Context: an optimization exercise on an open-source flow, tuned for small area. The choices shown serve that exercise and are no tape-out recipe. Where RTL was checked, it was by simulation tests only, not by an equivalence proof against the original. Power is estimated from default activity; no workload was simulated.

Design ajq_top, start of the top module:
module ajq_top #(
    parameter N_RX = 16,
    parameter N_TX = 16
) (
    input  wire        clk,
    input  wire        rst,
    input  wire        drx_req_valid,
    input  wire [39:0] drx_req,
    output wire        drx_req_ready,
    output reg         drx_rsp_valid,
    output wire [33:0] drx_rsp,
    input  wire        dtx_req_valid,
    input  wire [39:0] dtx_req,
    output wire        dtx_req_ready,
    output reg         dtx_rsp_valid,
    output wire [33:0] dtx_rsp,
    input  wire        m_req_valid,
    input  wire [39:0] m_req,
    output wire        m_req_ready,
    output reg         m_rsp_valid,
    output wire [33:0] m_rsp,
    output wire        rxq_empty,
    output wire        rxq_full,
    output wire        txq_empty,
    output wire        txq_full,
    output wire        tx_irq_en,
    output wire [31:0] pkt
);
    localparam [3:0] OP_NOP      = 4'h0,
                     OP_Q_INIT   = 4'h1,
                     OP_Q_PUSH   = 4'h2,
                     OP_Q_POP    = 4'h3,
                     OP_TP_INIT  = 4'h4,
                     OP_RX_EVENT = 4'h5,
                     OP_TX_EVENT = 4'h6,
                     OP_TRY_RECV = 4'h7,
                     OP_TRY_SEND = 4'h8,
                     OP_FR_INIT  = 4'h9,
                     OP_FEED     = 4'hA,
                     OP_POLL     = 4'hB,
                     OP_ENCODE   = 4'hC;
    reg        tx_irq_en_q;
    reg  [7:0] fw_q [0:3];       
    reg  [2:0] position_q;       
    reg [31:0] pkt_q;            
    reg        enc_busy_q;
    reg  [1:0] enc_cnt_q;        
    reg  [7:0] m_b_q;            
    reg  [7:0] enc_s_q [1:3];    
    assign drx_req_ready = 1'b1;
    assign dtx_req_ready = 1'b1;
    assign m_req_ready   = ~enc_busy_q;
    assign tx_irq_en     = tx_irq_en_q;
    assign pkt           = pkt_q;
    wire       drx_acc = drx_req_valid && !rst;
  ...
Size in the first run: ~1200 cells after synthesis, ~400 flip-flops, roughly 270 I/O pins, ~18000 µm² of cells after synthesis.
export LEC_CHECK = 0
export CAP_MARGIN = 20
export CORE_MARGIN = 2
export CORE_UTILIZATION = 60
export CTS_BUF_LIST = sky130_fd_sc_hd__clkbuf_16
export CTS_CLUSTER_DIAMETER = 100
export CTS_CLUSTER_SIZE = 30
export PLACE_DENSITY = 0.75
export SLEW_MARGIN = 20
create_clock -name core_clock -period 10.0 [get_ports {clk}]
standard.sh (not shown) runs the stock make flow with config.mk's settings and CLKGATE_MAP_FILE= SYNTH_SCRIPT=/design/flow/synth_recipe.tcl, a recipe that flattens the netlist after the stock synthesis.
==> flow/flow/run.sh <==
#!/bin/bash
# Layout: the standard flow (standard.sh) with three changes: the
# smallest buffer on each port, one tie cell per constant value (no tie
# fanout repair), and after floorplan each mux4_1 swapped for the smaller
# mux4_2 (flow/post_floorplan.tcl).
set -euo pipefail
here=$(pwd)
export BUFFER_PORTS_ARGS="-buffer_cell sky130_fd_sc_hd__buf_1"
export SKIP_REPAIR_TIE_FANOUT=1
export POST_FLOORPLAN_TCL="$here/flow/post_floorplan.tcl"
bash standard.sh \
  "BUFFER_PORTS_ARGS=$BUFFER_PORTS_ARGS" \
  "SKIP_REPAIR_TIE_FANOUT=$SKIP_REPAIR_TIE_FANOUT" \
  "POST_FLOORPLAN_TCL=$POST_FLOORPLAN_TCL" \
  finish > make_finish.log 2>&1
==> flow/flow/post_floorplan.tcl <==
# After floorplan: swap each 4:1 mux for the library's smaller-area variant
# of the same function (sky130_fd_sc_hd__mux4_2 is smaller than mux4_1).
set n 0
foreach inst [[ord::get_db_block] getInsts] {
  if {[[$inst getMaster] getName] eq "sky130_fd_sc_hd__mux4_1"} {
    replace_cell [$inst getName] sky130_fd_sc_hd__mux4_2
    incr n
  }
}
puts "post_floorplan: swapped $n mux4_1 for mux4_2"
The starting point completed with no timing, DRC or antenna violations.
==> next run, changes <==
--- a/flow/design.v
+++ b/flow/design.v
@@ -274,23 +274,23 @@
         drx_err_q     <= (drx_op != OP_NOP) && (drx_op != OP_RX_EVENT);
         drx_ok_q      <= (drx_op == OP_NOP) || ((drx_op == OP_RX_EVENT) && rxq_a_ok);
     end
     assign drx_rsp = {drx_err_q, drx_ok_q, 32'h0};
     reg       dtx_err_q, dtx_ok_q;
     reg [7:0] dtx_b_q;
     always @(posedge clk) begin
         dtx_rsp_valid <= dtx_acc;
         dtx_err_q     <= (dtx_op != OP_NOP) && !tx_event;
         dtx_ok_q      <= (dtx_op == OP_NOP) || (tx_event && txq_a_ok);
-        dtx_b_q       <= (dtx_op == OP_NOP) ? 8'h00 : txq_a_head;
+        dtx_b_q       <= tx_event ? txq_a_head : 8'h00;
     end
-    assign dtx_rsp = {dtx_err_q, dtx_ok_q, 24'h0, dtx_b_q & {8{~dtx_err_q}}};
+    assign dtx_rsp = {dtx_err_q, dtx_ok_q, 24'h0, dtx_b_q};
     reg       m_err_q, m_ok_q, m_pkt_q, m_pop_q;
     wire      m_reserved = (m_op > OP_ENCODE) || (m_op == OP_RX_EVENT) ||
                            (m_op == OP_TX_EVENT);
     always @(posedge clk) begin
         if (rst)
             m_rsp_valid <= 1'b0;
         else if (enc_busy_q)
             m_rsp_valid <= !txq_b_ok || (enc_cnt_q == 2'd3);
         else
             m_rsp_valid <= m_acc && !(m_encode && txq_b_ok);
The changed run passed the timing, DRC and antenna checks.
Total power barely changes.
Utilization goes down by 0.60 points.
Synthesized area goes up by 1.6%.
Via count goes up by 4.7%.
Flip-flop and latch count does not change.
The RTL of the second run of this note was laid out without a check of its function.

---

ajq_top, a different RTL version from the one above (not shown whole).
Size in the first run: roughly 1,200 cells after synthesis, about 400 flip-flops, about 270 I/O pins, about 18,000 µm² of cells after synthesis.
clock: 10.0 ns
lec_check: 0
cap_margin: 20
core_margin: 2
core_utilization: 60
cts_buf_list: sky130_fd_sc_hd__clkbuf_16
cts_cluster_diameter: 100
cts_cluster_size: 30
place_density: 0.75
slew_margin: 20
==> flow/flow/run.sh <==
#!/bin/bash
# Layout: the standard flow (standard.sh) with two changes: the smallest
# buffer on each port, and one tie cell per constant value (no tie fanout
# repair).
set -euo pipefail
export BUFFER_PORTS_ARGS="-buffer_cell sky130_fd_sc_hd__buf_1"
export SKIP_REPAIR_TIE_FANOUT=1
bash standard.sh \
  "BUFFER_PORTS_ARGS=$BUFFER_PORTS_ARGS" \
  "SKIP_REPAIR_TIE_FANOUT=$SKIP_REPAIR_TIE_FANOUT" \
  finish > make_finish.log 2>&1
Edit:
--- a/flow/design.v
+++ b/flow/design.v
@@ -238,35 +238,36 @@
             pkt_q <= {fw_q[0], fw_q[1], fw_q[2], fw_q[3]};
     end
     always @(posedge clk) begin
         if (rst) begin
             enc_busy_q <= 1'b0;
         end else if (m_encode) begin
             enc_busy_q <= txq_b_ok;
         end else if (enc_step) begin
             if (!txq_b_ok || enc_cnt_q == 2'd3)
                 enc_busy_q <= 1'b0;
         end
     end
+    wire [7:0] enc_x = enc_s_q[3] ^ m_b_q;
     always @(posedge clk) begin
         if (enc_busy_q) begin
             enc_cnt_q  <= enc_cnt_q + 2'd1;
             enc_s_q[1] <= enc_s_q[2];
-            enc_s_q[2] <= enc_s_q[3];
+            enc_s_q[3] <= enc_x;
         end else begin
             enc_cnt_q  <= 2'd0;
             enc_s_q[1] <= m_req[15:8];
-            enc_s_q[2] <= m_req[7:0];
+            enc_s_q[3] <= m_req[31:24];
         end
-        enc_s_q[3] <= m_req[31:24] ^ m_req[23:16] ^ m_req[15:8] ^ m_req[7:0];
+        enc_s_q[2] <= m_req[7:0];
     end
     always @(posedge clk) begin
         if (rst || m_tp_init)
             tx_irq_en_q <= 1'b0;
         else if ((m_try_send || m_encode || enc_step) && txq_b_ok)
             tx_irq_en_q <= 1'b1;
         else if (tx_event && !txq_a_ok)
             tx_irq_en_q <= 1'b0;
     end
     reg drx_err_q, drx_ok_q;
     always @(posedge clk) begin
         drx_rsp_valid <= drx_acc;
@@ -287,25 +288,25 @@
     wire      m_reserved = (m_op > OP_ENCODE) || (m_op == OP_RX_EVENT) ||
                            (m_op == OP_TX_EVENT);
     always @(posedge clk) begin
         if (rst)
             m_rsp_valid <= 1'b0;
         else if (enc_busy_q)
             m_rsp_valid <= !txq_b_ok || (enc_cnt_q == 2'd3);
         else
             m_rsp_valid <= m_acc && !(m_encode && txq_b_ok);
         m_err_q <= !enc_busy_q && m_reserved;
         m_pkt_q <= feed_match;
         m_pop_q <= !enc_busy_q && ((m_op == OP_Q_POP) || (m_op == OP_TRY_RECV));
-        m_b_q   <= enc_busy_q ? enc_s_q[1] :
+        m_b_q   <= enc_busy_q ? ((enc_cnt_q == 2'd2) ? enc_x : enc_s_q[1]) :
                    (m_op == OP_ENCODE) ? m_req[23:16] :
                    (m_op == OP_Q_POP && m_q) ? txq_b_head : rxq_head;
         if (enc_busy_q)
             m_ok_q <= txq_b_ok;
         else case (m_op)
             OP_NOP, OP_TP_INIT, OP_FR_INIT, OP_Q_INIT:
                 m_ok_q <= 1'b1;
             OP_Q_PUSH:
                 m_ok_q <= m_q ? txq_b_ok : rxq_push_ok;
             OP_TRY_SEND, OP_ENCODE:
                 m_ok_q <= txq_b_ok;
             OP_Q_POP:
Effect: Synthesized area shrinks by 0.66%; routed wire length grows by 1.7%; flip-flop and latch count stays the same; total power shrinks by 0.80%; register-to-register slack improves by 0.16 ns; non-clock buffer count grows by 3; count of clock-buffer cells in the layout is unchanged; global-route usage grows by 0.61 points; worst setup slack degrades by 0.17 ns.

[static timing again, ports no longer ideal]
Ports are ideal in the flow. The routed layouts listed here were re-timed in OpenROAD.
Step 1 (the two cells are an assumption about what drives the block):
set clk [get_ports {clk}]
set_driving_cell -lib_cell sky130_fd_sc_hd__clkbuf_16 $clk
set_driving_cell -lib_cell sky130_fd_sc_hd__buf_2 [delete_from_list [all_inputs] $clk]
Step 2 times the ports against the registers' clock, not the clock port: input delays grow and output delays shrink by t, the midpoint of the rising clock arrivals with the driver on.
Three values: no drivers, after step 1, after step 2; two values: the first two.
run	shift t [ns]	setup slack, ns	worst setup path at the end	worst data-port slew with drivers (ns)	cell pins on the clock port's net
the first run of note 1	0.557	5.021 / 5.048 / 4.491	input to register	0.04	1
the second run of note 1	0.575	4.170 / 4.200 / 3.625	input to register	0.06	1
the first run of note 2	0.557	5.290 / 5.319 / 4.762	input to register	0.10	1
the second run of note 2	0.555	5.120 / 5.138 / 4.582	input to register	0.09	1
After both steps setup and hold are still met in every run listed. The setup slack of the second run of note 1, which loses most, moves by +0.030 ns with the drivers and by -0.545 ns with both steps.
